Background: an optimization exercise with open tools, aiming at small area, a short achievable clock period and few clock cycles. Do not read the settings as production practice.
At most, simulation tests tie the RTL to the original design; equivalence was not proved.
The RTL of run 4 was laid out without a check of its function.

<file path="flow/design.v">
module cic_seed (
    input  wire        clk,
    input  wire        rst,           
    input  wire        start,         
    input  wire [31:0] image_size,    
    output wire        ready,
    output reg         done,          
    output wire [31:0] seed,
    output wire [31:0] crc,
    output wire        img_req,
    output reg  [8:0]  img_addr,      
    input  wire        img_gnt,
    input  wire        img_rvalid,
    input  wire [63:0] img_rdata
);
    localparam [8:0] FIRST_WORD = 9'd8;     
    localparam [8:0] LAST_WORD  = 9'd511;   
    reg        busy;        
    reg        req_on;      
    reg [1:0]  outst;       
    reg [31:0] nc;          
    reg [4:0]  hit;         
    wire [31:0] x  = ~nc ^ img_rdata[31:0];
    wire [31:0] dh = img_rdata[63:32];
    wire [31:0] cn;
    wire t0 = x[13] ^ x[3];
    wire t1 = dh[0] ^ x[11];
    wire t2 = dh[7] ^ x[19];
    wire t3 = x[16] ^ x[6];
    wire t4 = x[4] ^ x[9];
    wire t5 = dh[3] ^ x[12];
    wire t6 = dh[22] ^ dh[4];
    wire t7 = dh[2] ^ x[5];
    wire t8 = dh[5] ^ x[8];
    wire t9 = dh[23] ^ x[30];
    wire t10 = dh[24] ^ x[10];
    wire t11 = dh[14] ^ x[7];
    wire t12 = dh[15] ^ t0;
    wire t13 = x[1] ^ x[14];
    wire t14 = x[15] ^ x[2];
    wire t15 = dh[6] ^ x[18];
    wire t16 = dh[29] ^ x[31];
    wire t17 = dh[19] ^ t2;
    wire t18 = dh[13] ^ t1;
    wire t19 = dh[18] ^ dh[25];
    wire t20 = dh[10] ^ dh[26];
    wire t21 = dh[11] ^ dh[27];
    wire t22 = dh[12] ^ dh[28];
    wire t23 = dh[8] ^ x[20];
    wire t24 = dh[9] ^ x[21];
    wire t25 = dh[20] ^ x[25];
    wire t26 = dh[21] ^ x[26];
    wire t27 = dh[31] ^ x[17];
    wire t28 = dh[16] ^ t4;
    wire t29 = dh[17] ^ dh[30];
    wire t30 = x[0] ^ x[23];
    wire t31 = x[24] ^ x[27];
    wire t32 = t6 ^ x[29];
    wire t33 = dh[1] ^ t3;
    wire t34 = t14 ^ t7;
    wire t35 = dh[29] ^ x[22];
    wire t36 = t20 ^ x[7];
    wire t37 = x[12] ^ x[28];
    wire t38 = t29 ^ x[5];
    wire t39 = t24 ^ t5;
    wire t40 = t8 ^ x[22];
    wire t41 = t16 ^ t31;
    wire t42 = dh[30] ^ t27;
    wire t43 = t28 ^ t9;
    wire t44 = dh[1] ^ x[11];
    wire t45 = t21 ^ x[24];
    wire t46 = t11 ^ t13;
    wire t47 = t10 ^ t22;
    wire t48 = dh[4] ^ dh[7];
    wire t49 = dh[10] ^ dh[8];
    wire t50 = dh[24] ^ dh[28];
    wire t51 = dh[11] ^ dh[9];
    wire t52 = dh[25] ^ dh[3];
    wire t53 = dh[15] ^ dh[31];
    wire t54 = dh[18] ^ dh[26];
    wire t55 = dh[19] ^ dh[27];
    wire t56 = t6 ^ x[27];
    wire t57 = dh[17] ^ x[4];
    wire t58 = dh[5] ^ x[17];
    wire t59 = t48 ^ x[31];
    wire t60 = x[18] ^ x[28];
    wire t61 = t19 ^ x[0];
    wire t62 = x[13] ^ x[2];
    wire t63 = dh[13] ^ x[8];
    wire t64 = dh[2] ^ x[16];
    wire t65 = t19 ^ x[25];
    wire t66 = dh[22] ^ x[29];
    wire t67 = x[13] ^ x[15];
    wire t68 = dh[6] ^ t13;
    wire t69 = t23 ^ t60;
    wire t70 = t0 ^ t15;
    wire t71 = dh[25] ^ t35;
    wire t72 = t30 ^ t4;
    wire t73 = t5 ^ t9;
    wire t74 = t8 ^ x[21];
    wire t75 = t25 ^ x[23];
    wire t76 = t15 ^ t38;
    wire t77 = t12 ^ t17;
    wire t78 = dh[23] ^ dh[27];
    wire t79 = dh[0] ^ dh[12];
    wire t80 = dh[2] ^ dh[5];
    wire t81 = dh[16] ^ dh[7];
    wire t82 = x[10] ^ x[17];
    wire t83 = dh[1] ^ x[6];
    wire t84 = dh[4] ^ x[20];
    wire t85 = dh[31] ^ t22;
    wire t86 = x[25] ^ x[3];
    wire t87 = dh[16] ^ t22;
    wire t88 = dh[9] ^ x[26];
    wire t89 = dh[11] ^ x[28];
    wire t90 = dh[24] ^ t29;
    wire t91 = t53 ^ x[26];
    wire t92 = dh[7] ^ x[10];
    wire t93 = t54 ^ x[2];
    wire t94 = dh[14] ^ t55;
    wire t95 = t51 ^ x[14];
    wire t96 = t81 ^ x[24];
    wire t97 = dh[26] ^ x[15];
    wire t98 = dh[28] ^ x[6];
    wire t99 = t21 ^ x[12];
    wire t100 = t19 ^ x[8];
    wire t101 = x[1] ^ x[20];
    wire t102 = t20 ^ x[14];
    wire t103 = x[28] ^ x[30];
    wire t104 = x[11] ^ x[22];
    wire t105 = dh[23] ^ x[9];
    wire t106 = dh[2] ^ t2;
    wire t107 = dh[3] ^ t1;
    wire t108 = t23 ^ t82;
    wire t109 = t10 ^ t44;
    wire t110 = t57 ^ t58;
    wire t111 = t3 ^ t32;
    wire t112 = t7 ^ x[1];
    wire t113 = t13 ^ t36;
    wire t114 = t30 ^ t45;
    wire t115 = dh[21] ^ t3;
    wire t116 = t11 ^ t26;
    wire t117 = t37 ^ t80;
    wire t118 = t16 ^ t26;
    wire t119 = t102 ^ t62;
    wire t120 = t104 ^ t7;
    wire t121 = t66 ^ x[16];
    wire t122 = t25 ^ t9;
    wire t123 = t105 ^ t36;
    wire t124 = t15 ^ t27;
    wire t125 = t34 ^ t59;
    wire t126 = t39 ^ t69;
    wire t127 = t111 ^ t40;
    wire t128 = t17 ^ t71;
    wire t129 = t115 ^ t18;
    wire t130 = t18 ^ t34;
    wire t131 = t116 ^ t41;
    wire t132 = t12 ^ t74;
    wire t133 = t28 ^ t42;
    wire t134 = t64 ^ t75;
    wire t135 = t18 ^ t33;
    wire t136 = t12 ^ t39;
    wire t137 = dh[6] ^ t12;
    wire t138 = t42 ^ t72;
    assign cn[0] = (t43 ^ (t106 ^ t107)) ^ ((t108 ^ t33) ^ (t68 ^ (t56 ^ (x[3] ^ (dh[20] ^ dh[26])))));
    assign cn[1] = (((dh[21] ^ t78) ^ (x[0] ^ x[7])) ^ t125) ^ (t126 ^ (t109 ^ t110));
    assign cn[2] = ((t61 ^ (t49 ^ t50)) ^ t127) ^ ((t112 ^ t39) ^ (t70 ^ (x[19] ^ t1)));
    assign cn[3] = (t128 ^ (t68 ^ t72)) ^ ((t73 ^ (t51 ^ t36)) ^ ((t58 ^ t62) ^ (t83 ^ t84)));
    assign cn[4] = (t125 ^ ((dh[30] ^ (dh[12] ^ dh[20])) ^ t113)) ^ ((t114 ^ t70) ^ (t74 ^ (t10 ^ t23)));
    assign cn[5] = (t129 ^ (t40 ^ t68)) ^ (((t14 ^ t2) ^ (t24 ^ t4)) ^ ((t45 ^ t85) ^ (t86 ^ (dh[8] ^ t52))));
    assign cn[6] = (t130 ^ ((x[27] ^ x[6]) ^ t46)) ^ ((t73 ^ t75) ^ ((t35 ^ t87) ^ (t88 ^ (dh[10] ^ x[19]))));
    assign cn[7] = (t131 ^ (t12 ^ t33)) ^ (((dh[10] ^ t14) ^ (t30 ^ t5)) ^ ((t63 ^ t84) ^ (t89 ^ t90)));
    assign cn[8] = (t132 ^ t133) ^ ((t46 ^ (t79 ^ t31)) ^ ((t32 ^ t64) ^ (t65 ^ t89)));
    assign cn[9] = (t127 ^ t130) ^ ((t17 ^ t69) ^ ((t25 ^ t91) ^ ((x[1] ^ x[27]) ^ (x[3] ^ (dh[12] ^ dh[17])))));
    assign cn[10] = ((t26 ^ t32) ^ (t92 ^ t93)) ^ ((t117 ^ t18) ^ (t46 ^ (x[23] ^ t24)));
    assign cn[11] = ((t66 ^ t94) ^ t137) ^ ((t40 ^ t73) ^ ((t49 ^ t14) ^ (t31 ^ t44)));
    assign cn[12] = (t134 ^ t137) ^ (t43 ^ ((t50 ^ t37) ^ (t59 ^ t95)));
    assign cn[13] = ((t10 ^ t67) ^ (t96 ^ (t49 ^ t52))) ^ (((t79 ^ x[14]) ^ (x[29] ^ x[5])) ^ (t110 ^ t118));
    assign cn[14] = ((t56 ^ t65) ^ (t95 ^ t97)) ^ (t135 ^ ((dh[8] ^ x[30]) ^ t76));
    assign cn[15] = ((t27 ^ t88) ^ ((t20 ^ t78) ^ (x[15] ^ x[31]))) ^ ((t117 ^ t17) ^ (t33 ^ ((dh[12] ^ dh[18]) ^ t11)));
    assign cn[16] = (t43 ^ t77) ^ ((t109 ^ t113) ^ ((t32 ^ t63) ^ (t98 ^ (t21 ^ x[18]))));
    assign cn[17] = (t43 ^ (t34 ^ t47)) ^ (((t11 ^ t16) ^ (t23 ^ t8)) ^ ((t99 ^ (dh[25] ^ x[0])) ^ ((x[11] ^ x[14]) ^ (x[19] ^ (dh[17] ^ dh[20])))));
    assign cn[18] = (t129 ^ t136) ^ ((t47 ^ (t100 ^ t101)) ^ ((t16 ^ t38) ^ (t97 ^ (dh[6] ^ x[9]))));
    assign cn[19] = (t133 ^ t135) ^ ((t119 ^ (t11 ^ t35)) ^ ((t61 ^ t92) ^ ((t55 ^ t6) ^ (x[12] ^ x[21]))));
    assign cn[20] = ((t17 ^ t28) ^ (t40 ^ t76)) ^ (((t11 ^ t3) ^ (t5 ^ t56)) ^ ((t67 ^ (t21 ^ t53)) ^ ((x[20] ^ x[23]) ^ (x[30] ^ (dh[0] ^ dh[28])))));
    assign cn[21] = (t132 ^ (t107 ^ t112)) ^ ((t41 ^ (x[7] ^ t103)) ^ ((t30 ^ t57) ^ (t85 ^ (dh[22] ^ t54))));
    assign cn[22] = ((t108 ^ t120) ^ (t121 ^ t17)) ^ ((t41 ^ ((dh[27] ^ dh[30]) ^ t25)) ^ ((t37 ^ t63) ^ (t93 ^ (x[3] ^ x[30]))));
    assign cn[23] = (t126 ^ t138) ^ ((t122 ^ (t0 ^ t1)) ^ ((t26 ^ t94) ^ (t98 ^ (x[29] ^ x[31]))));
    assign cn[24] = (t136 ^ (t118 ^ t120)) ^ ((t123 ^ t124) ^ ((t23 ^ t3) ^ (t96 ^ (t50 ^ x[29]))));
    assign cn[25] = (t134 ^ (t123 ^ t70)) ^ ((t71 ^ (x[8] ^ t101)) ^ ((t24 ^ t44) ^ (t90 ^ t99)));
    assign cn[26] = (t138 ^ ((x[21] ^ x[22]) ^ t106)) ^ ((t119 ^ t47) ^ ((t100 ^ t26) ^ (t45 ^ t5)));
    assign cn[27] = (t128 ^ (t114 ^ t122)) ^ ((t124 ^ t33) ^ ((t67 ^ t7) ^ (t87 ^ (x[4] ^ (dh[0] ^ dh[13])))));
    assign cn[28] = (t131 ^ t43) ^ ((t18 ^ t47) ^ (t76 ^ (t86 ^ (t6 ^ x[23]))));
    assign cn[29] = ((t91 ^ (dh[23] ^ x[4])) ^ (t18 ^ t41)) ^ ((((dh[14] ^ dh[22]) ^ t10) ^ (t2 ^ t37)) ^ ((t38 ^ t65) ^ (t8 ^ t83)));
    assign cn[30] = (t77 ^ (t42 ^ t46)) ^ (((t10 ^ t103) ^ (t25 ^ t32)) ^ ((t5 ^ t61) ^ ((x[16] ^ x[26]) ^ (x[4] ^ x[5]))));
    assign cn[31] = (t77 ^ ((x[31] ^ x[9]) ^ t121)) ^ ((t34 ^ ((dh[0] ^ dh[1]) ^ t15)) ^ ((t26 ^ t8) ^ ((dh[31] ^ t52) ^ (x[0] ^ x[10]))));
    wire take  = start & ~busy;
    wire grant = img_req & img_gnt;
    wire fin   = busy & ~req_on & (outst == 2'd0);
    assign ready   = ~busy;
    assign img_req = req_on & ~outst[1];
    assign crc     = nc;
    assign seed = {13'd0, hit[0], 2'd0,
                   hit[3] | hit[4],                       
                   hit[2],                                
                   hit[0] | hit[1] | hit[2],              
                   hit[0] | hit[1] | hit[2] | hit[3],     
                   hit[0] | hit[1] | hit[2],              
                   hit[0] | hit[1] | hit[4],              
                   hit[0] | hit[1],                       
                   hit[0] | hit[1] | hit[3] | hit[4],     
                   2'd0,
                   {6{|hit}}};
    always @(posedge clk) begin
        if (rst) begin
            busy   <= 1'b0;
            req_on <= 1'b0;
            outst  <= 2'd0;
            done   <= 1'b0;
        end else begin
            done <= fin;
            if (take) begin
                busy   <= 1'b1;
                req_on <= (image_size[31:12] != 20'd0);
            end else if (fin) begin
                busy   <= 1'b0;
            end
            if (grant && img_addr == LAST_WORD)
                req_on <= 1'b0;
            outst <= outst + {1'b0, grant} - {1'b0, img_rvalid};
        end
    end
    always @(posedge clk) begin
        if (take)
            img_addr <= FIRST_WORD;
        else if (grant)
            img_addr <= img_addr + 9'd1;
        if (take)
            nc <= 32'd0;
        else if (img_rvalid)
            nc <= ~cn;
        hit[0] <= (nc == 32'h6170A4A1);
        hit[1] <= (nc == 32'h90BB6CB5);
        hit[2] <= (nc == 32'h0B050EE0);
        hit[3] <= (nc == 32'h98BC2C86);
        hit[4] <= (nc == 32'hACC8580A);
    end
endmodule
</file>
<file path="flow/run.sh">
#!/bin/bash
# synth_recipe.tcl (not shown) runs the flow's synth.tcl, then flattens the netlist and writes it again
# the make line also repeats each setting of config.mk as NAME=value (left out here)
make -C /OpenROAD-flow-scripts/flow DESIGN_CONFIG=/design/flow/config.mk WORK_HOME=/design/flow/orfs CLKGATE_MAP_FILE= SYNTH_SCRIPT=/design/flow/synth_recipe.tcl finish
</file>
<file path="flow/config.mk">
export PLATFORM = sky130hd
export DESIGN_NAME = cic_seed
export DESIGN_NICKNAME = cic_seed
export VERILOG_FILES = /design/flow/design.v
export SDC_FILE = /design/flow/constraint.sdc
export NUM_CORES = 4
export LEC_CHECK = 0
export CAP_MARGIN = 20
export CORE_MARGIN = 2
export CORE_UTILIZATION = 40
export SETUP_SLACK_MARGIN = 2.5
export SLEW_MARGIN = 20
</file>
<file path="flow/constraint.sdc">
create_clock -name core_clock -period 5.0 [get_ports {clk}]
set_input_delay 1.0000 -clock core_clock [delete_from_list [all_inputs] [get_ports {clk}]]
set_output_delay 1.0000 -clock core_clock [all_outputs]
set_load 0.01 [all_outputs]
</file>
==> flow_metrics.py, run 1 <==
metrics = {
    "die": {
        "die-area_um2": 19400,
        "dieHeight_um": 139,
        "floorplan.initialDensity": 0.409,
        "io_pins": 177,
        "row_count": 49,
        "core-area_um2": 18000,
        "die_width_um": 139,
    },
    "detailed_routing": {
        "number_of_vias_after_detailed_routing": 6705,
        "drc_errors_left": 0,
        "dr.pass1.iters": 5,
        "avgViaCountPerCell": 5.31,
        "postRouteWirelength_um": 32400,
        "drt.antenna.violating_nets": 0,
        "avgRoutedWirePerCell_um": 25.7,
        "first_iter_violations": 531,
    },
    "status": {
        "run_status": "no timing/DRC/antenna violations",
    },
    "yosys": {
        "netlist_area_um2": 7340,
        "postSynth.asyncResetShare": 0,
        "ys_types": 41,
        "synth_edf_count": 0,
        "gate_count_of_the_mapped_netlist": 694,
        "synth-main-ff-cell": "dfxtp_1",
        "postSynthAreaPerCell_um2": 10.6,
        "synth-warning-count": 1,
        "yosysSeqAreaShare": 0.139,
        "ys_ff_latch": 51,
    },
    "finish": {
        "mostFrequentLayoutCell": "buf_4",
        "n_antenna_cell": 0,
        "design.final.nets": 1137,
        "finalInstanceArea_um2": 13500,
        "final-instance-count-excl-fill": 1262,
        "final_cell_mix": "buf_4 (151), xnor2_1 (113), xnor2_2 (87), clkdlybuf4s50_1 (71), xnor2_4 (57)",
        "fillers": 1142,
        "post_route_cells_drive_above_1_share": 0.545,
        "synthToLayoutAreaGrowth_pct": 83.3,
    },
    "clock_network": {
        "max_clock_buf_depth": 2,
        "clk_pin_slew_worst_paths_ps": 70,
        "number_of_buffers_created_by_cts": 5,
        "htree_num_levels": 2,
        "insertion_delay_ps": 290,
        "cts_hold_buffers": 0,
        "clock_sinks": 51,
        "cts_tree": "done",
        "root_buffer": "clkbuf_16",
    },
    "sta": {
        "period_share": 0.575,
        "final_max_slew_viol_count": 0,
        "max_slew.worst_pin.slew_ps": 756,
        "slew-limit-headroom": 0.489,
        "rsz0062_at_grt": "yes",
        "final_hold_violation_count": 0,
        "layout_setup_ws_ps": 2120,
        "timing.setup.tns_ps": 0,
        "setup_viol": 0,
        "final.min_clock_period_ps": 2880,
        "clock_skew_ps": 6.90,
        "maxClockFrequency_mhz": 348,
    },
    "min_path": {
        "worstHoldPathType": "flip-flop to flip-flop",
    },
    "global_routing": {
        "largest_net_degree_at_the_start_of_global_routing": 44,
        "grt_pass1_vias": 6539,
        "grt.total_usage": 0.317,
        "antenna_found_initial": 0,
        "grt_first_pass_wirelength_um": 44300,
        "grt_overflow": 0,
    },
    "placed_design": {
        "placed_cell_area_um2": 9510,
        "place.detailed.instances": 1033,
        "detailed_place_hpwl_um": 22700,
        "routabilityCongestion": 0.988,
        "count_of_buffers_from_port_buffering": 147,
        "placement.setup.worst_slack_ps": 1050,
    },
    "setup_path": {
        "crit_buf_inv": 2,
        "cp_max_fo": 6,
        "path_class": "input pin to flip-flop",
        "crit_required_ps": 5170,
        "timing.critical_path.cells": "buf_2 -> xor2_4 -> buf_12 -> xnor3_2 -> xnor2_2 -> xnor3_2 -> xnor2_2 -> mux2i_1 -> nor2_1",
        "timing.critical_path.from_type": "input pin",
        "crit_path_end_kind": "flip-flop",
        "timing.critical_path.slowest_cell_delay_ps": 490,
        "max_stage_delay_cell_worst_path": "xnor3_2",
        "timing.critical_path.arrival_ps": 3050,
        "worst_path_top_cell_family_by_delay": "XOR/XNOR gates",
    },
    "job": {
        "drv_cap": 0,
    },
}
## cell usage after synthesis, types with 8 or more instances
| master | n | area (um2) |
|---|---|---|
| xnor2_1 | 240 | 2100 |
| xor2_1 | 82 | 718 |
| xnor3_1 | 69 | 1550 |
| dfxtp_1 | 51 | 1020 |
| nor2_1 | 34 | 128 |
| clkbuf_1 | 27 | 101 |
| buf_4 | 25 | 188 |
| xnor2_2 | 17 | 277 |
| nand2_1 | 16 | 60.1 |
| mux2i_1 | 15 | 150 |
| nor4_1 | 11 | 68.8 |
| a211oi_1 | 10 | 75.1 |
| xor3_1 | 9 | 214 |
| nand4_1 | 8 | 50.1 |
| o21ai_0 | 8 | 40.0 |
## routing by layer
metal  vias up  GRT usage  share of wire
li1       2909          -              -
met3        85     0.0847          0.088
met2       342      0.514           0.49
met5         -          0              0
met1      3369      0.415           0.38
met4         0     0.0999          0.040
## sequential cells by signal (all words and copies together) (netlist names)
register / count
req_on: 1
img_addr: 9
nc: 32
hit: 5
done: 1
outst: 2
busy: 1
## final cells by class
class,count,area [um2],share of cell area
multi-input combinational,601,8340,0.620
tap,229,287,0.0213
clock buffer,7,143,0.0106
clock inverter,1,8.76,0.000651
timing repair buffer,369,3610,0.269
sequential,51,1050,0.0778
inverter,4,15.0,0.00112
## stage by stage
step / util / hold slack, ps
global route: 0.749 / 503
floorplan: - / 444
global placement: 0.530 / 464
finish: 0.749 / 474
detailed placement: 0.530 / 466
CTS: 0.695 / 476
## path summary, 6_finish.rpt
kind / from / depth (start not counted) / slack, ps / to
setup / recovery: img_rdata[9] / 9 / 2120 / nc[19]$_SDFFE_PP0P_
hold / removal: img_addr[8]$_SDFFE_PP0P_ / 2 / 470 / img_addr[8]$_SDFFE_PP0P_
setup reg to reg: nc[7]$_SDFFE_PP0P_ / 8 / 2360 / nc[28]$_SDFFE_PP0P_
hold reg to reg: img_addr[8]$_SDFFE_PP0P_ / 2 / 470 / img_addr[8]$_SDFFE_PP0P_
## worst reg2reg max path, cell delays in order, from the launching register on
cell and delay [ps]:
dfxtp_1 540, xor3_2 550, buf_6 150, xor2_2 140, xnor3_1 460, xor2_2 170, xnor2_1 150, xnor2_1 260
o21ai_1 90
## kinds of logic after synthesis
family / Yosys count / share of synthesized area
adders and majority gates: 4 / 0.00682
xor gates and xnor gates: 425 / 0.682
DFF: 51 / 0.139
AOI/OAI and AO/OA: 26 / 0.0227
and+or+nand+nor: 114 / 0.0863
buffers and inverters: 58 / 0.0426
muxes: 15 / 0.0205
other: 1 / 0.000511
## what timing repair did
action	4_1_cts	5_1_grt
pin swaps	183	120
setup endpoints to repair	54	45
buffers inserted	166	55
resized for setup	558	116
Testbench counts, summed over its fixed seeds: cycles 32,456.
==> run 2, diff against run 1 <==
--- a/flow/config.mk
+++ b/flow/config.mk
@@ -10,3 +10,2 @@
 export CORE_UTILIZATION = 40
-export SETUP_SLACK_MARGIN = 2.5
 export SLEW_MARGIN = 20
==> flow_metrics.py, run 2 <==
metrics = {
    "status": {
        "run_status": "no timing/DRC/antenna violations",
    },
    "finish": {
        "reg_top3": "nc x32, img_addr x9, hit x5",
        "final_cell_mix": "xnor2_1 (240), clkdlybuf4s50_1 (146), xor2_1 (82), xnor3_1 (69), dfxtp_1 (51)",
        "mostFrequentLayoutCell": "xnor2_1",
        "max_flop_register": "nc",
        "design.final.nets": 935,
        "post_route_cells_drive_above_1_share": 0.0723,
        "synthToLayoutAreaGrowth_pct": 24.6,
        "largest_reg_flops": 32,
        "n_antenna_cell": 0,
    },
    "yosys": {
        "postSynth.asyncResetShare": 0,
        "gate_count_of_the_mapped_netlist": 694,
        "netlist_area_um2": 7340,
        "synth-warning-count": 1,
        "postSynthAreaPerCell_um2": 10.6,
        "synth_most_common_cell": "xnor2_1",
        "synth.top_cell.area_share": 0.286,
        "synth_commonest_cells": "xnor2_1 (240), xor2_1 (82), xnor3_1 (69)",
        "ys_ff_latch": 51,
        "synth.top_cells.by_area": "xnor2_1 (29%), xnor3_1 (21%), dfxtp_1 (14%)",
        "synth_edf_count": 0,
        "synth-main-ff-cell": "dfxtp_1",
        "yosysSeqAreaShare": 0.139,
        "ys_types": 41,
        "synth_top_area_cell": "xnor2_1",
    },
    "setup_path": {
        "cp.depth": 8,
        "critPathLaunch": "img_rdata[10]",
        "timing.critical_path.arrival_ps": 3970,
        "r2r_setup_slack_ps": 1840,
        "path_class": "input pin to flip-flop",
        "worst_path_top_cell_family_by_delay": "XOR/XNOR gates",
        "endpoint_of_the_worst_slack_reg_to_reg_timing_path": "nc[27]$_SDFFE_PP0P_",
        "max_stage_delay_cell_worst_path": "xnor2_2",
        "crit_path_end_kind": "flip-flop",
        "timing.critical_path.from_type": "input pin",
        "r2r-start": "nc[19]$_SDFFE_PP0P_",
        "endpoint_of_the_most_critical_setup_path": "nc[17]$_SDFFE_PP0P_",
        "timing.critical_path.cells": "clkdlybuf4s50_1 -> xnor2_2 -> xnor3_1 -> xnor2_1 -> xnor2_1 -> xnor2_1 -> xnor2_1 -> a211oi_1",
        "cp_max_fo": 6,
        "timing.critical_path.mode_cell": "xnor2_1",
        "crit_buf_inv": 1,
        "timing.critical_path.slowest_cell_delay_ps": 620,
        "crit_required_ps": 5210,
        "worst_reg2reg_path_depth": 7,
    },
    "die": {
        "io_pins": 177,
        "die_width_um": 139,
        "die-area_um2": 19400,
        "core-area_um2": 18000,
        "dieHeight_um": 139,
        "row_count": 49,
        "floorplan.initialDensity": 0.409,
    },
    "detailed_routing": {
        "avgViaCountPerCell": 5.22,
        "first_iter_violations": 469,
        "postRouteWirelength_um": 26200,
        "avgRoutedWirePerCell_um": 24.8,
        "drt.antenna.violating_nets": 0,
        "number_of_vias_after_detailed_routing": 5524,
        "drc_errors_left": 0,
        "dr.pass1.iters": 7,
    },
    "sta": {
        "period_share": 0.752,
        "rsz0062_at_grt": "no",
        "final_max_slew_viol_count": 0,
        "maxClockFrequency_mhz": 266,
        "final.min_clock_period_ps": 3760,
        "max_slew.worst_pin.slew_ps": 927,
        "clock_skew_ps": 12.8,
        "slew-limit-headroom": 0.382,
        "timing.setup.tns_ps": 0,
        "setup_viol": 0,
        "final_hold_violation_count": 0,
    },
    "clock_network": {
        "insertion_delay_ps": 300,
        "cts-resized-gates": 0,
        "number_of_buffers_created_by_cts": 5,
        "cts_tree": "done",
        "root_buffer": "clkbuf_16",
        "max_clock_buf_depth": 2,
        "cts_hold_buffers": 0,
        "clock_sinks": 51,
        "htree_num_levels": 2,
        "clk_pin_slew_worst_paths_ps": 70,
        "number_of_buffers_added_for_setup_after_cts": 0,
    },
    "global_routing": {
        "grt.total_usage": 0.265,
        "antenna_found_initial": 0,
        "grt_first_pass_wirelength_um": 37100,
        "largest_net_degree_at_the_start_of_global_routing": 44,
        "grt_pass1_vias": 5486,
        "grt_overflow": 0,
    },
    "placed_design": {
        "routabilityCongestion": 1.00,
        "count_of_buffers_from_port_buffering": 147,
        "detailed_place_hpwl_um": 21800,
    },
    "min_path": {
        "worstHoldPathType": "flip-flop to flip-flop",
    },
    "job": {
        "drv_cap": 0,
    },
}
==> run 2: cell counts after synthesis <==
No cell type changed its count.
==> run 2: metal layers <==
metal	routed length, um	GRT usage	vias up
met1	11000	0.360	2606
met5	0	0	-
met4	984	0.0984	0
met2	11600	0.415	356
met3	2660	0.0585	54
li1	-	-	2508
==> run 2: through the flow <==
stage | worst slack (ps) | hold WS (ps) | cell area [um2] | utilization | cells
final | 1240 | 483 | 9150 | 0.509 | 1059
after global routing | 1190 | 511 | 9150 | 0.509 | 1059
after CTS | 1290 | 484 | 9150 | 0.509 | 1059
after detailed placement | 974 | 474 | 9010 | 0.501 | 1052
after global placement | 977 | 468 | 9010 | 0.501 | 1052
after floorplan | 1960 | 444 | 7400 | - | 710
==> run 2: worst min path at each step <==
stage / startpoint / end / slack, ps / cells past startpoint
2_1_floorplan: req_on$_SDFFE_PP0P_ / req_on$_SDFFE_PP0P_ / 440 / 2
3_3_place_gp: req_on$_SDFFE_PP0P_ / req_on$_SDFFE_PP0P_ / 470 / 2
3_5_place_dp: req_on$_SDFFE_PP0P_ / req_on$_SDFFE_PP0P_ / 470 / 2
4_1_cts: req_on$_SDFFE_PP0P_ / req_on$_SDFFE_PP0P_ / 480 / 2
5_1_grt: img_addr[8]$_SDFFE_PP0P_ / img_addr[8]$_SDFFE_PP0P_ / 510 / 2
6_report: req_on$_SDFFE_PP0P_ / req_on$_SDFFE_PP0P_ / 480 / 2
==> run 2: cell type report <==
cell class	instances	area (um2)
Fill cell	1639	8820
Multi-Input combinational cell	601	6070
Timing Repair Buffer	167	1620
Sequential cell	51	1020
Tap cell	229	287
Clock buffer	5	125
Inverter	4	15.0
Clock inverter	2	13.8
==> run 2: logic make-up (layout without fill, tap and decap cells) <==
group,count (synthesis),count (layout),share of synthesized area
AO/OA/AOI/OAI,26,26,0.0227
other,1,17,0.000511
multiplexers,15,15,0.0205
flip-flops,51,51,0.139
buffers and inverters,58,178,0.0426
AND/OR/NAND/NOR,114,114,0.0863
adder cells (fa/ha/maj),4,4,0.00682
XOR/XNOR,425,425,0.682
==> run 2: tightest hold or removal path, cell delays in order, from the launching register on <==
cell and delay [ps]:
dfxtp_1 320, nand2_1 50, a221oi_1 60
==> run 3, diff against run 2 <==
--- a/flow/config.mk
+++ b/flow/config.mk
@@ -10,2 +10,3 @@
 export CORE_UTILIZATION = 40
+export SETUP_SLACK_MARGIN = 1.2
 export SLEW_MARGIN = 20
==> flow_metrics.py, run 3 <==
metrics = {
    "yosys": {
        "postSynth.asyncResetShare": 0,
        "ys_ff_latch": 51,
        "synth-warning-count": 1,
        "synth.top_cells.by_area": "xnor2_1 (29%), xnor3_1 (21%), dfxtp_1 (14%)",
        "gate_count_of_the_mapped_netlist": 694,
        "synth_commonest_cells": "xnor2_1 (240), xor2_1 (82), xnor3_1 (69)",
        "ys_types": 41,
        "synth-main-ff-cell": "dfxtp_1",
        "synth.top_cell.area_share": 0.286,
        "synth_most_common_cell": "xnor2_1",
        "synth_top_area_cell": "xnor2_1",
        "postSynthAreaPerCell_um2": 10.6,
        "synth_edf_count": 0,
        "yosysSeqAreaShare": 0.139,
        "netlist_area_um2": 7340,
    },
    "min_path": {
        "worstHoldStart": "img_addr[8]$_SDFFE_PP0P_",
        "hold-path-cell-count": 2,
        "worst_hold_path.endpoint": "img_addr[8]$_SDFFE_PP0P_",
        "worstHoldPathType": "flip-flop to flip-flop",
    },
    "sta": {
        "slew-limit-headroom": 0.379,
        "maxClockFrequency_mhz": 268,
        "rsz0062_at_grt": "no",
        "final_hold_violation_count": 0,
        "clock_skew_ps": 13.4,
        "layout_setup_ws_ps": 1270,
        "period_share": 0.747,
        "setup_viol": 0,
        "timing.setup.tns_ps": 0,
        "final.min_clock_period_ps": 3730,
        "final_max_slew_viol_count": 0,
        "max_slew.worst_pin.slew_ps": 932,
    },
    "finish": {
        "synthToLayoutAreaGrowth_pct": 24.8,
        "reg_top3": "nc x32, img_addr x9, hit x5",
        "n_antenna_cell": 0,
        "final_util": 0.510,
        "final_cell_mix": "xnor2_1 (240), clkdlybuf4s50_1 (146), xor2_1 (82), xnor3_1 (69), dfxtp_1 (51)",
        "design.final.nets": 935,
        "post_route_cells_drive_above_1_share": 0.0723,
        "max_flop_register": "nc",
        "mostFrequentLayoutCell": "xnor2_1",
        "largest_reg_flops": 32,
    },
    "global_routing": {
        "grt_pass1_vias": 5486,
        "grt_first_pass_wirelength_um": 37100,
        "grt_overflow": 0,
        "grt.total_usage": 0.265,
        "largest_net_degree_at_the_start_of_global_routing": 44,
        "antenna_found_initial": 0,
    },
    "setup_path": {
        "worst_reg2reg_path_depth": 7,
        "r2r-start": "nc[19]$_SDFFE_PP0P_",
        "path_class": "input pin to flip-flop",
        "crit_path_end_kind": "flip-flop",
        "timing.critical_path.cells": "clkdlybuf4s50_1 -> xor2_1 -> xnor2_1 -> xor3_1 -> xnor3_1 -> xnor2_1 -> mux2i_1 -> and2_1",
        "crit_required_ps": 5190,
        "r2r_setup_slack_ps": 1850,
        "cp_max_fo": 6,
        "max_stage_delay_cell_worst_path": "xnor2_1",
        "endpoint_of_the_worst_slack_reg_to_reg_timing_path": "nc[27]$_SDFFE_PP0P_",
        "timing.critical_path.mode_cell": "xnor2_1",
        "timing.critical_path.from_type": "input pin",
        "timing.critical_path.arrival_ps": 3920,
        "timing.critical_path.slowest_cell_delay_ps": 630,
    },
    "detailed_routing": {
        "postRouteWirelength_um": 26100,
        "drc_errors_left": 0,
        "avgRoutedWirePerCell_um": 24.7,
        "avgViaCountPerCell": 5.23,
        "drt.antenna.violating_nets": 0,
        "first_iter_violations": 549,
        "number_of_vias_after_detailed_routing": 5536,
        "dr.pass1.iters": 5,
    },
    "placed_design": {
        "count_of_buffers_from_port_buffering": 147,
        "detailed_place_hpwl_um": 21800,
        "routabilityCongestion": 1.00,
        "placement.setup.worst_slack_ps": 974,
    },
    "die": {
        "core-area_um2": 18000,
        "dieHeight_um": 139,
        "die-area_um2": 19400,
        "floorplan.initialDensity": 0.409,
        "io_pins": 177,
        "row_count": 49,
        "die_width_um": 139,
    },
    "job": {
        "drv_cap": 0,
    },
    "clock_network": {
        "max_clock_buf_depth": 2,
        "clk_pin_slew_worst_paths_ps": 70,
        "htree_num_levels": 2,
        "root_buffer": "clkbuf_16",
        "clock_sinks": 51,
        "insertion_delay_ps": 300,
        "cts_hold_buffers": 0,
        "number_of_buffers_created_by_cts": 5,
        "cts_tree": "done",
    },
    "status": {
        "run_status": "no timing/DRC/antenna violations",
    },
}
==> run 3: changes by cell type in the layout (fill, tap and decap cells not counted) <==
| cell | previous run | this run |
|---|---|---|
| xnor2_2 | 17 | 16 |
| xnor2_4 | 0 | 1 |
==> run 3: timing repair <==
action                     CTS  global route
resized for setup            0             1
setup buffers                0             0
setup endpoints to repair    0             1
==> run 3: cell type report <==
type / count / area (um2)
Fill cell: 1638 / 8810
Sequential cell: 51 / 1020
Inverter: 4 / 15.0
Tap cell: 229 / 287
Clock buffer: 5 / 125
Multi-Input combinational cell: 601 / 6080
Clock inverter: 2 / 13.8
Timing Repair Buffer: 167 / 1620
==> run 3: critical path: cells and delay by family <==
family        cells  cell delay [ps]
xor+xnor          5             2030
buf+inv           1              610
mux               1               90
simple gates      1              190
==> run 3: worst max path at each step <==
stage                       start                  to  cells past startpoint
floorplan           img_rdata[49]  nc[7]$_SDFFE_PP0P_                      8
global placement    img_rdata[32]  nc[9]$_SDFFE_PP0P_                      8
detailed placement  img_rdata[32]  nc[9]$_SDFFE_PP0P_                      8
CTS                 img_rdata[32]  nc[9]$_SDFFE_PP0P_                      8
global route        img_rdata[32]  nc[9]$_SDFFE_PP0P_                      8
finish              img_rdata[32]  nc[9]$_SDFFE_PP0P_                      8
==> run 3: kinds of logic (layout without fill, tap and decap cells) <==
logic type,after synthesis,in the layout,synth area share
other cells,1,17,0.000511
compound gates,26,26,0.0227
mux,15,15,0.0205
fa+ha+maj,4,4,0.00682
buf+inv,58,178,0.0426
xor+xnor,425,425,0.682
simple gates,114,114,0.0863
flops,51,51,0.139
==> run 3: per-stage QoR <==
| stage | area (um2) | std cells | hold slack [ps] |
|---|---|---|---|
| floorplan | 7400 | 710 | 444 |
| global placement | 9010 | 1052 | 468 |
| detailed placement | 9010 | 1052 | 474 |
| CTS | 9150 | 1059 | 484 |
| global route | 9160 | 1059 | 511 |
| finish | 9160 | 1059 | 494 |
==> run 3: layer usage <==
metal  part of all wire  global-route usage  up-vias  wire length (um)
li1                   -                   -     2513                 -
met3              0.086              0.0585       72              2260
met5                  0                   0        -                 0
met4              0.041              0.0984        0              1070
met2               0.44               0.415      331             11500
met1               0.43               0.360     2620             11300
==> run 4, diff against run 3 <==
--- a/flow/design.v
+++ b/flow/design.v
@@ -5,3 +5,3 @@
     input  wire [31:0] image_size,    
-    output wire        ready,
+    output reg         ready,
     output reg         done,          
@@ -9,3 +9,3 @@
     output wire [31:0] crc,
-    output wire        img_req,
+    output reg         img_req,
     output reg  [8:0]  img_addr,      
@@ -17,3 +17,2 @@
     localparam [8:0] LAST_WORD  = 9'd511;   
-    reg        busy;        
     reg        req_on;      
@@ -21,3 +20,3 @@
     reg [31:0] nc;          
-    reg [4:0]  hit;         
+    reg        s_lo, s8, s9, s10, s11, s12, s14, s15, s18;
     wire [31:0] x  = ~nc ^ img_rdata[31:0];
@@ -196,38 +195,31 @@
     assign cn[31] = (t77 ^ ((x[31] ^ x[9]) ^ t121)) ^ ((t34 ^ ((dh[0] ^ dh[1]) ^ t15)) ^ ((t26 ^ t8) ^ ((dh[31] ^ t52) ^ (x[0] ^ x[10]))));
-    wire take  = start & ~busy;
+    wire take  = start & ready;
     wire grant = img_req & img_gnt;
-    wire fin   = busy & ~req_on & (outst == 2'd0);
-    assign ready   = ~busy;
-    assign img_req = req_on & ~outst[1];
-    assign crc     = nc;
-    assign seed = {13'd0, hit[0], 2'd0,
-                   hit[3] | hit[4],                       
-                   hit[2],                                
-                   hit[0] | hit[1] | hit[2],              
-                   hit[0] | hit[1] | hit[2] | hit[3],     
-                   hit[0] | hit[1] | hit[2],              
-                   hit[0] | hit[1] | hit[4],              
-                   hit[0] | hit[1],                       
-                   hit[0] | hit[1] | hit[3] | hit[4],     
-                   2'd0,
-                   {6{|hit}}};
+    wire fin   = ~ready & ~req_on & (outst == 2'd0);
+    wire       req_on_n = take ? (image_size[31:12] != 20'd0)
+                               : req_on & ~(grant && img_addr == LAST_WORD);
+    wire [1:0] outst_n  = outst + {1'b0, grant} - {1'b0, img_rvalid};
+    assign crc  = nc;
+    assign seed = {13'd0, s18, 2'd0, s15, s14, s11, s12, s11, s10, s9, s8,
+                   2'd0, {6{s_lo}}};
     always @(posedge clk) begin
         if (rst) begin
-            busy   <= 1'b0;
-            req_on <= 1'b0;
-            outst  <= 2'd0;
-            done   <= 1'b0;
+            ready   <= 1'b1;
+            req_on  <= 1'b0;
+            outst   <= 2'd0;
+            img_req <= 1'b0;
+            done    <= 1'b0;
         end else begin
-            done <= fin;
-            if (take) begin
-                busy   <= 1'b1;
-                req_on <= (image_size[31:12] != 20'd0);
-            end else if (fin) begin
-                busy   <= 1'b0;
-            end
-            if (grant && img_addr == LAST_WORD)
-                req_on <= 1'b0;
-            outst <= outst + {1'b0, grant} - {1'b0, img_rvalid};
+            done    <= fin;
+            ready   <= take ? 1'b0 : (ready | fin);
+            req_on  <= req_on_n;
+            outst   <= outst_n;
+            img_req <= req_on_n & ~outst_n[1];
         end
     end
+    wire m0 = (nc == 32'h6170A4A1);    
+    wire m1 = (nc == 32'h90BB6CB5);    
+    wire m2 = (nc == 32'h0B050EE0);    
+    wire m3 = (nc == 32'h98BC2C86);    
+    wire m4 = (nc == 32'hACC8580A);    
     always @(posedge clk) begin
@@ -237,11 +229,15 @@
             img_addr <= img_addr + 9'd1;
-        if (take)
+        if (img_rvalid)
+            nc <= ~cn;
+        else if (take)
             nc <= 32'd0;
-        else if (img_rvalid)
-            nc <= ~cn;
-        hit[0] <= (nc == 32'h6170A4A1);
-        hit[1] <= (nc == 32'h90BB6CB5);
-        hit[2] <= (nc == 32'h0B050EE0);
-        hit[3] <= (nc == 32'h98BC2C86);
-        hit[4] <= (nc == 32'hACC8580A);
+        s_lo <= m0 | m1 | m2 | m3 | m4;
+        s8   <= m0 | m1 | m3 | m4;
+        s9   <= m0 | m1;
+        s10  <= m0 | m1 | m4;
+        s11  <= m0 | m1 | m2;
+        s12  <= m0 | m1 | m2 | m3;
+        s14  <= m2;
+        s15  <= m3 | m4;
+        s18  <= m0;
     end
==> flow/flow/run.sh (new file) <==
#!/bin/bash
# Own flow: the standard layout (standard.sh) with a few ORFS variables
# changed: three-input XOR/XNOR cells are kept out (slower and larger than two
# two-input cells here) and the ports get a plain buffer cell.
set -euo pipefail
PLATFORM_DONT_USE=$(sed -n '/^export DONT_USE_CELLS += /,/^$/p' "$FLOW_HOME/platforms/sky130hd/config.mk" \
    | sed 's/export DONT_USE_CELLS += //; s/\\//g' | tr -s ' \n' ' ')
EXTRA_DONT_USE="sky130_fd_sc_hd__xnor3_1 sky130_fd_sc_hd__xnor3_2 sky130_fd_sc_hd__xnor3_4 sky130_fd_sc_hd__xor3_1 sky130_fd_sc_hd__xor3_2 sky130_fd_sc_hd__xor3_4"
bash standard.sh "DONT_USE_CELLS=$PLATFORM_DONT_USE $EXTRA_DONT_USE" \
    "BUFFER_PORTS_ARGS=-buffer_cell sky130_fd_sc_hd__buf_2" \
    $(cat flow/extra_vars.txt 2>/dev/null || true) finish > standard_make.log 2>&1
==> flow/standard.sh (new file) <==
#!/bin/bash
# synth_recipe.tcl (not shown) runs the flow's synth.tcl, then flattens the netlist and writes it again
# the make line also repeats each setting of config.mk as NAME=value (left out here)
make -C /OpenROAD-flow-scripts/flow DESIGN_CONFIG=/design/flow/config.mk WORK_HOME=/design/flow/orfs CLKGATE_MAP_FILE= SYNTH_SCRIPT=/design/flow/synth_recipe.tcl "${@:-finish}"
--- a/flow/config.mk
+++ b/flow/config.mk
@@ -10,3 +10,2 @@
 export CORE_UTILIZATION = 40
-export SETUP_SLACK_MARGIN = 1.2
 export SLEW_MARGIN = 20
removed: flow/run.sh
==> flow_metrics.py, run 4 <==
metrics = {
    "clock_network": {
        "number_of_buffers_added_for_setup_after_cts": 0,
        "number_of_buffers_created_by_cts": 5,
        "cts-resized-gates": 0,
        "insertion_delay_ps": 300,
        "htree_num_levels": 2,
        "cts_tree": "done",
        "cts_hold_buffers": 0,
        "clk_pin_slew_worst_paths_ps": 80,
        "clock_sinks": 56,
        "max_clock_buf_depth": 2,
        "root_buffer": "clkbuf_16",
    },
    "setup_path": {
        "r2r-start": "nc[25]$_SDFFCE_PN0P_",
        "crit_required_ps": 5070,
        "critPathLaunch": "img_rdata[42]",
        "timing.critical_path.from_type": "input pin",
        "r2r_setup_slack_ps": 2130,
        "endpoint_of_the_worst_slack_reg_to_reg_timing_path": "nc[25]$_SDFFCE_PN0P_",
        "crit_path_end_kind": "flip-flop",
        "cp_max_fo": 4,
        "worst_reg2reg_path_depth": 7,
        "path_class": "input pin to flip-flop",
        "timing.critical_path.arrival_ps": 3220,
    },
    "min_path": {
        "worstHoldPathType": "flip-flop to flip-flop",
        "hold-path-cell-count": 2,
        "worst_hold_path.endpoint": "img_addr[8]$_SDFFE_PP0P_",
        "worstHoldStart": "img_addr[8]$_SDFFE_PP0P_",
    },
    "global_routing": {
        "grt.total_usage": 0.223,
        "largest_net_degree_at_the_start_of_global_routing": 33,
        "grt_overflow": 0,
        "grt_pass1_vias": 4850,
        "antenna_found_initial": 0,
        "grt_first_pass_wirelength_um": 32100,
    },
    "finish": {
        "layout.area.seq_um2": 1440,
        "fillers": 1772,
        "mostFrequentLayoutCell": "xnor2_1",
        "n_antenna_cell": 0,
        "final_cell_mix": "xnor2_1 (308), buf_2 (147), xnor2_2 (63), xor2_1 (55), nor2_1 (37)",
        "reg_top3": "nc x32, img_addr x9, outst x2",
        "post_route_cells_drive_above_1_share": 0.299,
        "finalInstanceArea_um2": 8460,
        "design.final.nets": 936,
        "footprint_of_the_multi_input_gates_um2": 5770,
        "max_flop_register": "nc",
        "final_util": 0.457,
        "largest_reg_flops": 32,
        "synthToLayoutAreaGrowth_pct": 13.1,
    },
    "sta": {
        "timing.setup.tns_ps": 0,
        "final_max_slew_viol_count": 0,
        "setup_viol": 0,
        "maxClockFrequency_mhz": 317,
        "final_hold_violation_count": 0,
        "final.min_clock_period_ps": 3150,
        "period_share": 0.630,
        "rsz0062_at_grt": "no",
        "clock_skew_ps": 9.11,
        "layout_setup_ws_ps": 1850,
        "slew-limit-headroom": 0.411,
        "max_slew.worst_pin.slew_ps": 877,
    },
    "yosys": {
        "netlist_area_um2": 7480,
        "postSynth.asyncResetShare": 0,
        "ys_types": 43,
        "synth.top_cell.area_share": 0.360,
        "postSynthAreaPerCell_um2": 10.6,
        "synth_top_area_cell": "xnor2_1",
        "ys_ff_latch": 56,
        "gate_count_of_the_mapped_netlist": 704,
        "synth_commonest_cells": "xnor2_1 (308), xnor2_2 (63), xor2_1 (55)",
        "synth.top_cells.by_area": "xnor2_1 (36%), xnor2_2 (14%), edfxtp_1 (13%)",
        "yosysSeqAreaShare": 0.193,
        "synth_most_common_cell": "xnor2_1",
        "synth-main-ff-cell": "edfxtp_1",
        "synth-warning-count": 1,
        "synth_edf_count": 32,
    },
    "placed_design": {
        "detailed_place_hpwl_um": 19200,
        "routabilityCongestion": 0.967,
        "placed_cell_area_um2": 8300,
        "placement.setup.worst_slack_ps": 1560,
        "count_of_buffers_from_port_buffering": 147,
    },
    "job": {
        "drv_cap": 0,
    },
    "detailed_routing": {
        "dr.pass1.iters": 5,
        "postRouteWirelength_um": 22200,
        "drc_errors_left": 0,
        "avgRoutedWirePerCell_um": 20.8,
        "first_iter_violations": 360,
        "avgViaCountPerCell": 4.76,
        "number_of_vias_after_detailed_routing": 5074,
        "drt.antenna.violating_nets": 0,
    },
    "die": {
        "dieHeight_um": 141,
        "row_count": 50,
        "io_pins": 177,
        "die-area_um2": 19800,
        "die_width_um": 141,
        "core-area_um2": 18500,
        "floorplan.initialDensity": 0.404,
    },
    "status": {
        "run_status": "no timing/DRC/antenna violations",
    },
}
-- run 4: cell types whose count changed after synthesis, sizes merged, moves of 9 or more --
cell and change:
xnor2 +138, xnor3 -70, xor2 -33, edfxtp +32, dfxtp -27, clkbuf -20, buf +13, a211oi -10
mux2i -9, nand2 +9, xor3 -9
-- run 4: worst max-delay path by stage --
| stage | to | slack [ps] | cells past startpoint |
|---|---|---|---|
| after floorplan | nc[22]$_SDFFCE_PN0P_ | 2240 | 7 |
| after global placement | nc[22]$_SDFFCE_PN0P_ | 1540 | 8 |
| after detailed placement | nc[28]$_SDFFCE_PN0P_ | 1560 | 8 |
| after CTS | nc[28]$_SDFFCE_PN0P_ | 1860 | 8 |
| after global routing | nc[25]$_SDFFCE_PN0P_ | 1690 | 8 |
| final | nc[25]$_SDFFCE_PN0P_ | 1850 | 8 |
-- run 4: layer usage --
metal  wire, um  share of wire  global-route usage
met5          0              0                   0
met4        244          0.011              0.0400
met3       1580          0.071              0.0187
met2       9840           0.44               0.350
met1      10500           0.47               0.336
-- run 4: cell type report --
| cell class | instances | share of cell area |
|---|---|---|
| Clock inverter | 2 | 0.00192 |
| Inverter | 6 | 0.00266 |
| Sequential cell | 56 | 0.170 |
| Tap cell | 234 | 0.0346 |
| Clock buffer | 6 | 0.0177 |
| Timing Repair Buffer | 151 | 0.0905 |
| Multi-Input combinational cell | 611 | 0.682 |
-- run 4: critical path: stages --
cell	delay, ps
buf_2	160
xnor2_1	450
xor2_1	150
xnor2_1	480
xnor2_1	160
xnor2_1	380
nor2_1	70
nor3b_1	370
-- run 4: cell families (layout without fill, tap and decap cells) --
group	after synthesis	count (layout)	synth area share
other cells	1	17	0.000501
compound gates	13	13	0.0104
simple gates	120	120	0.0856
flops	56	56	0.193
xor+xnor	451	451	0.652
mux	6	6	0.00803
buf+inv	53	165	0.0440
fa+ha+maj	4	4	0.00669
-- run 4: stage by stage --
| step | instances | hold WS, ps |
|---|---|---|
| after CTS | 1066 | 483 |
| after global routing | 1066 | 503 |
| after floorplan | 720 | 454 |
| final | 1066 | 482 |
| after global placement | 1058 | 473 |
| after detailed placement | 1058 | 471 |
==> run 5, diff against run 4 <==
--- a/flow/design.v
+++ b/flow/design.v
@@ -20,4 +20,5 @@
     reg [31:0] nc;          
+    reg        first;       
     reg        s_lo, s8, s9, s10, s11, s12, s14, s15, s18;
-    wire [31:0] x  = ~nc ^ img_rdata[31:0];
+    wire [31:0] x  = (~nc | {32{first}}) ^ img_rdata[31:0];
     wire [31:0] dh = img_rdata[63:32];
@@ -201,3 +202,3 @@
     wire [1:0] outst_n  = outst + {1'b0, grant} - {1'b0, img_rvalid};
-    assign crc  = nc;
+    assign crc  = nc & {32{~first}};
     assign seed = {13'd0, s18, 2'd0, s15, s14, s11, s12, s11, s10, s9, s8,
@@ -219,7 +220,7 @@
     end
-    wire m0 = (nc == 32'h6170A4A1);    
-    wire m1 = (nc == 32'h90BB6CB5);    
-    wire m2 = (nc == 32'h0B050EE0);    
-    wire m3 = (nc == 32'h98BC2C86);    
-    wire m4 = (nc == 32'hACC8580A);    
+    wire m0 = ~first & (nc == 32'h6170A4A1);    
+    wire m1 = ~first & (nc == 32'h90BB6CB5);    
+    wire m2 = ~first & (nc == 32'h0B050EE0);    
+    wire m3 = ~first & (nc == 32'h98BC2C86);    
+    wire m4 = ~first & (nc == 32'hACC8580A);    
     always @(posedge clk) begin
@@ -231,4 +232,6 @@
             nc <= ~cn;
-        else if (take)
-            nc <= 32'd0;
+        if (take)
+            first <= 1'b1;
+        else if (img_rvalid)
+            first <= 1'b0;
         s_lo <= m0 | m1 | m2 | m3 | m4;
==> flow/flow/run.sh (replaced) <==
#!/bin/bash
# Own flow: the standard layout (standard.sh, unchanged ORFS steps and
# synthesis) with these changes:
#  - ORFS's scripts are copied to ./scripts and ABC's speed script replaced by
#    flow/abc.script (plain delay-oriented mapping without ABC's blanket
#    buffering and upsizing; the placer's repair sizes the critical cells);
#  - three-input XOR/XNOR cells are added to the don't-use list;
#  - the ports get a plain buffer cell;
#  - any extra ORFS variables listed in flow/vars.txt.
# Each tool's output goes to the ORFS logs under orfs/logs; make's own output
# goes to standard_make.log here.
set -euo pipefail
rm -rf scripts
cp -r "$FLOW_HOME/scripts" scripts
cp flow/abc.script scripts/abc_speed.script
PLATFORM_DONT_USE=$(sed -n '/^export DONT_USE_CELLS += /,/^$/p' "$FLOW_HOME/platforms/sky130hd/config.mk" \
    | sed 's/export DONT_USE_CELLS += //; s/\\//g' | tr -s ' \n' ' ')
EXTRA_DONT_USE="sky130_fd_sc_hd__xnor3_1 sky130_fd_sc_hd__xnor3_2 sky130_fd_sc_hd__xnor3_4 sky130_fd_sc_hd__xor3_1 sky130_fd_sc_hd__xor3_2 sky130_fd_sc_hd__xor3_4"
VARS=()
if [[ -f flow/vars.txt ]]; then
    while read -r line; do [[ -n "$line" ]] && VARS+=("$line"); done < flow/vars.txt
fi
bash standard.sh "SCRIPTS_DIR=$PWD/scripts" \
    "DONT_USE_CELLS=$PLATFORM_DONT_USE $EXTRA_DONT_USE" \
    "BUFFER_PORTS_ARGS=-buffer_cell sky130_fd_sc_hd__buf_2" \
    "${VARS[@]}" finish > standard_make.log 2>&1
==> flow/flow/abc.script (new file) <==
&get -n
&st
&dch
&nf
&put
==> flow/flow/vars.txt (new file) <==
SETUP_SLACK_MARGIN=2.4
==> flow_metrics.py, run 5 <==
metrics = {
    "sta": {
        "timing.setup.tns_ps": 0,
        "maxClockFrequency_mhz": 375,
        "slew-limit-headroom": 0.581,
        "max_slew.worst_pin.slew_ps": 622,
        "setup_viol": 0,
        "rsz0062_at_grt": "yes",
        "final.min_clock_period_ps": 2670,
        "period_share": 0.533,
        "final_max_slew_viol_count": 0,
        "final_hold_violation_count": 0,
        "clock_skew_ps": 9.57,
    },
    "min_path": {
        "worst_hold_path.endpoint": "req_on$_SDFF_PP0_",
        "worstHoldStart": "req_on$_SDFF_PP0_",
        "worstHoldPathType": "flip-flop to flip-flop",
        "hold-path-cell-count": 2,
    },
    "detailed_routing": {
        "number_of_vias_after_detailed_routing": 5866,
        "avgRoutedWirePerCell_um": 22.3,
        "first_iter_violations": 339,
        "postRouteWirelength_um": 26000,
        "drc_errors_left": 0,
        "drt.antenna.violating_nets": 0,
        "dr.pass1.iters": 4,
        "avgViaCountPerCell": 5.01,
    },
    "global_routing": {
        "grt_pass1_vias": 5887,
        "grt_first_pass_wirelength_um": 37100,
        "antenna_found_initial": 0,
        "grt.total_usage": 0.284,
        "largest_net_degree_at_the_start_of_global_routing": 35,
        "grt_overflow": 0,
    },
    "clock_network": {
        "insertion_delay_ps": 330,
        "cts_tree": "done",
        "htree_num_levels": 3,
        "number_of_buffers_created_by_cts": 9,
        "clock_sinks": 57,
        "clk_pin_slew_worst_paths_ps": 60,
        "root_buffer": "clkbuf_16",
        "max_clock_buf_depth": 2,
    },
    "finish": {
        "design.final.nets": 1050,
        "final_util": 0.631,
        "largest_reg_flops": 32,
        "synthToLayoutAreaGrowth_pct": 53.0,
        "post_route_cells_drive_above_1_share": 0.389,
        "final_cell_mix": "xnor2_1 (281), buf_2 (147), xor2_1 (99), buf_4 (57), xnor2_4 (40)",
        "reg_top3": "nc x32, img_addr x9, outst x2",
        "mostFrequentLayoutCell": "xnor2_1",
        "fillers": 1350,
        "n_antenna_cell": 0,
        "max_flop_register": "nc",
    },
    "die": {
        "core-area_um2": 16600,
        "floorplan.initialDensity": 0.412,
        "row_count": 47,
        "die_width_um": 135,
        "io_pins": 177,
        "dieHeight_um": 135,
        "die-area_um2": 18200,
    },
    "yosys": {
        "synth_commonest_cells": "xnor2_1 (342), xor2_1 (144), nor2b_1 (36)",
        "synth-warning-count": 1,
        "ys_types": 28,
        "postSynthAreaPerCell_um2": 9.46,
        "synth.top_cells.by_area": "xnor2_1 (44%), xor2_1 (18%), edfxtp_1 (14%)",
        "synth_most_common_cell": "xnor2_1",
        "netlist_area_um2": 6860,
        "gate_count_of_the_mapped_netlist": 725,
        "postSynth.asyncResetShare": 0,
        "synth-main-ff-cell": "edfxtp_1",
        "synth.top_cell.area_share": 0.437,
        "yosysSeqAreaShare": 0.213,
        "synth_top_area_cell": "xnor2_1",
        "ys_ff_latch": 57,
        "synth_edf_count": 32,
    },
    "setup_path": {
        "crit_required_ps": 5080,
        "path_class": "input pin to flip-flop",
        "timing.critical_path.slowest_cell_delay_ps": 330,
        "cp_max_fo": 5,
        "timing.critical_path.cells": "buf_2 -> xnor2_4 -> xor2_4 -> xor2_2 -> xor2_2 -> xor2_1 -> xnor2_1",
        "r2r-start": "first$_SDFFE_PP1P_",
        "endpoint_of_the_worst_slack_reg_to_reg_timing_path": "nc[12]$_DFFE_PP_",
        "max_stage_delay_cell_worst_path": "xnor2_4",
        "timing.critical_path.mode_cell": "xor2_2",
        "timing.critical_path.from_type": "input pin",
        "timing.critical_path.arrival_ps": 2740,
        "worst_reg2reg_path_depth": 8,
        "crit_path_end_kind": "flip-flop",
        "r2r_setup_slack_ps": 2370,
    },
    "status": {
        "run_status": "no timing/DRC/antenna violations",
    },
    "placed_design": {
        "routabilityCongestion": 1.03,
        "detailed_place_hpwl_um": 20500,
        "count_of_buffers_from_port_buffering": 147,
    },
    "job": {
        "drv_cap": 0,
    },
}
## run 5: kinds of logic after synthesis
group / after synthesis / synth area share
buffers and inverters: 37 / 0.0378
AND/OR/NAND/NOR: 128 / 0.111
adder cells (fa/ha/maj): 4 / 0.00730
XOR/XNOR: 486 / 0.621
other: 1 / 0.000547
flip-flops: 57 / 0.213
AO/OA/AOI/OAI: 12 / 0.00912
## run 5: what timing repair did
| item | in CTS | in global routing |
|---|---|---|
| resized for setup | 75 | 54 |
| buffers inserted | 43 | 31 |
| pin swaps | 17 | 17 |
| hold endpoints to repair | 0 | 0 |
| setup endpoints to repair | 33 | 35 |
| hold buffers | 0 | 0 |
## run 5: layer usage
layer  vias up  share of wire  track usage
met5         -              0            0
met4         0          0.035        0.111
met3        50          0.057       0.0375
met2       264           0.49        0.476
met1      2850           0.42        0.372
li1       2702              -            -
## run 5: how the worst max path moves through the flow
stage,startpoint,to,slack [ps],cells past startpoint
final,img_rdata[25],nc[12]$_DFFE_PP_,2330,7
after global routing,first$_SDFFE_PP1P_,nc[27]$_DFFE_PP_,2310,10
after CTS,first$_SDFFE_PP1P_,nc[26]$_DFFE_PP_,2340,7
after detailed placement,img_rdata[11],nc[16]$_DFFE_PP_,1560,7
after global placement,img_rdata[11],nc[16]$_DFFE_PP_,1550,7
after floorplan,img_rdata[12],nc[23]$_DFFE_PP_,2380,6
## run 5: worst max-delay path: cells and delay by family
family	cells	cell delay, ps
buffers and inverters	1	130
xor gates and xnor gates	6	1600
## run 5: cell type report
cell class / count / area [um2] / area share
Multi-Input combinational cell: 647 / 6820 / 0.649
Timing Repair Buffer: 225 / 1580 / 0.151
Sequential cell: 57 / 1470 / 0.140
Clock buffer: 12 / 300 / 0.0286
Tap cell: 220 / 275 / 0.0262
Clock inverter: 4 / 35.0 / 0.00334
Inverter: 5 / 18.8 / 0.00179
## run 5: stage by stage
step	setup slack (ps)	hold slack (ps)	area [um2]	instances
global route	2310	527	10500	1170
global placement	1550	467	8300	1080
floorplan	2380	445	7500	741
detailed placement	1560	491	8300	1080
CTS	2340	488	9850	1139
finish	2330	480	10500	1170
Testbench counts of run 5, summed over its fixed seeds: cycles 32,456.
==> run 6, diff against run 5 <==
removed: flow/flow/vars.txt
==> flow_metrics.py, run 6 <==
metrics = {
    "yosys": {
        "synth-warning-count": 1,
        "dominant_combinational_cell_family_by_area_after_synthesis": "XOR/XNOR gates",
        "synth_edf_count": 32,
        "synth.top_cell.area_share": 0.437,
        "postSynth.asyncResetShare": 0,
        "netlist_area_um2": 6860,
        "ys_ff_latch": 57,
        "synth_most_common_cell": "xnor2_1",
        "post_synth_and_or_nand_nor_area_fraction": 0.111,
        "synth-compound-area-share": 0.00912,
        "postSynthAreaPerCell_um2": 9.46,
        "synth_commonest_cells": "xnor2_1 (342), xor2_1 (144), nor2b_1 (36)",
        "yosysSeqAreaShare": 0.213,
        "share_of_cell_area_taken_by_muxes_after_synthesis": 0,
        "ys_types": 28,
        "synth_top_area_cell": "xnor2_1",
        "synth_fa_ha_area_frac": 0.00730,
    },
    "clock_network": {
        "insertion_delay_ps": 320,
        "clk_pin_slew_worst_paths_ps": 60,
        "cts-resized-gates": 0,
        "cts_hold_buffers": 0,
        "clock_sinks": 57,
        "max_clock_buf_depth": 2,
        "root_buffer": "clkbuf_16",
        "number_of_buffers_created_by_cts": 9,
        "number_of_buffers_added_for_setup_after_cts": 0,
        "htree_num_levels": 3,
    },
    "detailed_routing": {
        "avgViaCountPerCell": 4.87,
        "number_of_vias_after_detailed_routing": 5483,
        "postRouteWirelength_um": 22800,
        "drt.antenna.violating_nets": 0,
        "drc_errors_left": 0,
        "dr.pass1.iters": 5,
        "avgRoutedWirePerCell_um": 20.2,
    },
    "finish": {
        "synthToLayoutAreaGrowth_pct": 20.6,
        "final-instance-count-excl-fill": 1125,
        "post_route_cells_drive_above_1_share": 0.217,
        "mostFrequentLayoutCell": "xnor2_1",
        "reg_top3": "nc x32, img_addr x9, outst x2",
        "largest_reg_flops": 32,
        "final_util": 0.497,
        "n_antenna_cell": 0,
        "design.final.nets": 1005,
        "finalInstanceArea_um2": 8270,
        "max_flop_register": "nc",
        "final_cell_mix": "xnor2_1 (342), buf_2 (147), xor2_1 (144), nor2b_1 (36), buf_4 (33)",
    },
    "global_routing": {
        "largest_net_degree_at_the_start_of_global_routing": 35,
        "grt.total_usage": 0.251,
        "grt_pass1_vias": 5252,
        "antenna_found_initial": 0,
        "grt_first_pass_wirelength_um": 33100,
    },
    "placed_design": {
        "placed_cell_area_um2": 7940,
        "count_of_buffers_from_port_buffering": 147,
        "place.detailed.instances": 1109,
        "detailed_place_hpwl_um": 19500,
        "placement.setup.worst_slack_ps": 1340,
        "routabilityCongestion": 0.987,
    },
    "setup_path": {
        "path_class": "flip-flop to flip-flop",
        "cp_max_fo": 23,
        "timing.critical_path.mode_cell": "xnor2_1",
        "timing.critical_path.cells": "nor2b_1 -> xnor2_1 -> xor2_1 -> xor2_1 -> xnor2_1 -> xnor2_1 -> xnor2_1",
        "timing.critical_path.from_type": "flip-flop",
        "r2r-start": "first$_SDFFE_PP1P_",
        "crit_required_ps": 5060,
        "crit_path_end_kind": "flip-flop",
        "timing.critical_path.slowest_cell_delay_ps": 890,
        "timing.critical_path.arrival_ps": 3790,
        "max_stage_delay_cell_worst_path": "dfxtp_1",
        "r2r_setup_slack_ps": 1270,
        "endpoint_of_the_worst_slack_reg_to_reg_timing_path": "nc[6]$_DFFE_PP_",
    },
    "job": {
        "drv_cap": 0,
    },
    "sta": {
        "clock_skew_ps": 10.5,
        "slew-limit-headroom": 0.279,
        "maxClockFrequency_mhz": 268,
        "final.min_clock_period_ps": 3730,
        "max_slew.worst_pin.slew_ps": 1070,
        "rsz0062_at_grt": "no",
        "setup_viol": 0,
        "period_share": 0.746,
        "layout_setup_ws_ps": 1270,
        "timing.setup.tns_ps": 0,
        "holdWs_ps": 478,
        "final_max_slew_viol_count": 0,
    },
    "min_path": {
        "worstHoldPathType": "flip-flop to flip-flop",
        "worst_hold_path.endpoint": "req_on$_SDFF_PP0_",
        "worstHoldStart": "req_on$_SDFF_PP0_",
    },
    "die": {
        "core-area_um2": 16600,
        "io_pins": 177,
        "die-area_um2": 18200,
        "dieHeight_um": 135,
        "floorplan.initialDensity": 0.412,
        "die_width_um": 135,
    },
    "status": {
        "run_status": "no timing/DRC/antenna violations",
    },
}
-- run 6: cell count changes in the layout (fill, tap and decap cells not counted), sizes merged --
cell    before  now
inv          2    3
clkinv       7    5
clkbuf      12   13
buf        225  180
-- run 6: metal layers --
metal / share of wire / global-route usage
met3: 0.076 / 0.0315
met5: 0 / 0
met2: 0.45 / 0.404
met1: 0.45 / 0.347
met4: 0.030 / 0.0842
-- run 6: final cells by class --
type,instances,area [um2]
Clock buffer,13,314
Clock inverter,3,21.3
Fill cell,1631,8370
Inverter,5,18.8
Multi-Input combinational cell,647,5200
Sequential cell,57,1460
Tap cell,220,275
Timing Repair Buffer,180,983
-- run 6: worst max path at each step --
stage          slack [ps]          endpoint               start
6_report             1270   nc[6]$_DFFE_PP_  first$_SDFFE_PP1P_
5_1_grt              1060   nc[6]$_DFFE_PP_  first$_SDFFE_PP1P_
4_1_cts              1310   nc[6]$_DFFE_PP_  first$_SDFFE_PP1P_
3_5_place_dp         1340   nc[6]$_DFFE_PP_  first$_SDFFE_PP1P_
3_3_place_gp         1390   nc[6]$_DFFE_PP_        img_rdata[5]
2_1_floorplan        1840  nc[16]$_DFFE_PP_  first$_SDFFE_PP1P_
-- run 6: logic make-up (layout without fill, tap and decap cells) --
| logic type | after synthesis | after routing |
|---|---|---|
| fa+ha+maj | 4 | 4 |
| other cells | 1 | 17 |
| compound gates | 12 | 12 |
| simple gates | 128 | 128 |
| buf+inv | 37 | 201 |
| flops | 57 | 57 |
| xor+xnor | 486 | 486 |
-- run 6: critical path, delay by kind of cell (launching register included) --
| kind | cells | cell delay [ps] |
|---|---|---|
| xor gates and xnor gates | 6 | 2400 |
| and+or+nand+nor | 1 | 170 |
| DFF | 1 | 890 |

==> static timing again, ports no longer ideal <==
Ports are ideal in the flow. The routed layouts listed here were re-timed in OpenROAD. Step 1 assumes that a clkbuf_16 drives the clock port and a buf_2 every other input. Step 2 moves the port delays by t, midway between the first and last clock arrival at a register: inputs arrive t later, outputs are due t later. That takes back most of the time a late clock gives input paths. a / b / c = ideal ports / drivers / drivers and shift; a / b = the first two.
run	shift t [ns]	setup WS [ns]	worst setup path at the end	worst data-port slew with drivers (ns)	pins driven straight from the clock port
run 1	0.325	2.124 / 2.113 / 1.789	input to register	0.06	1
run 2	0.336	1.242 / 1.261 / 0.925	input to register	0.05	1
run 3	0.337	1.267 / 1.287 / 0.950	input to register	0.05	1
run 4	0.331	1.848 / 1.864 / 1.533	input to register	0.04	1
run 5	0.363	2.334 / 2.351 / 1.988	input to register	0.04	1
run 6	0.359	1.268 / 1.268 / 1.251	input to register	0.04	1
After both steps every run listed still meets setup and hold. For run 5, which loses most, drivers alone change the setup slack by +0.017 ns; drivers and shift together by -0.346 ns.
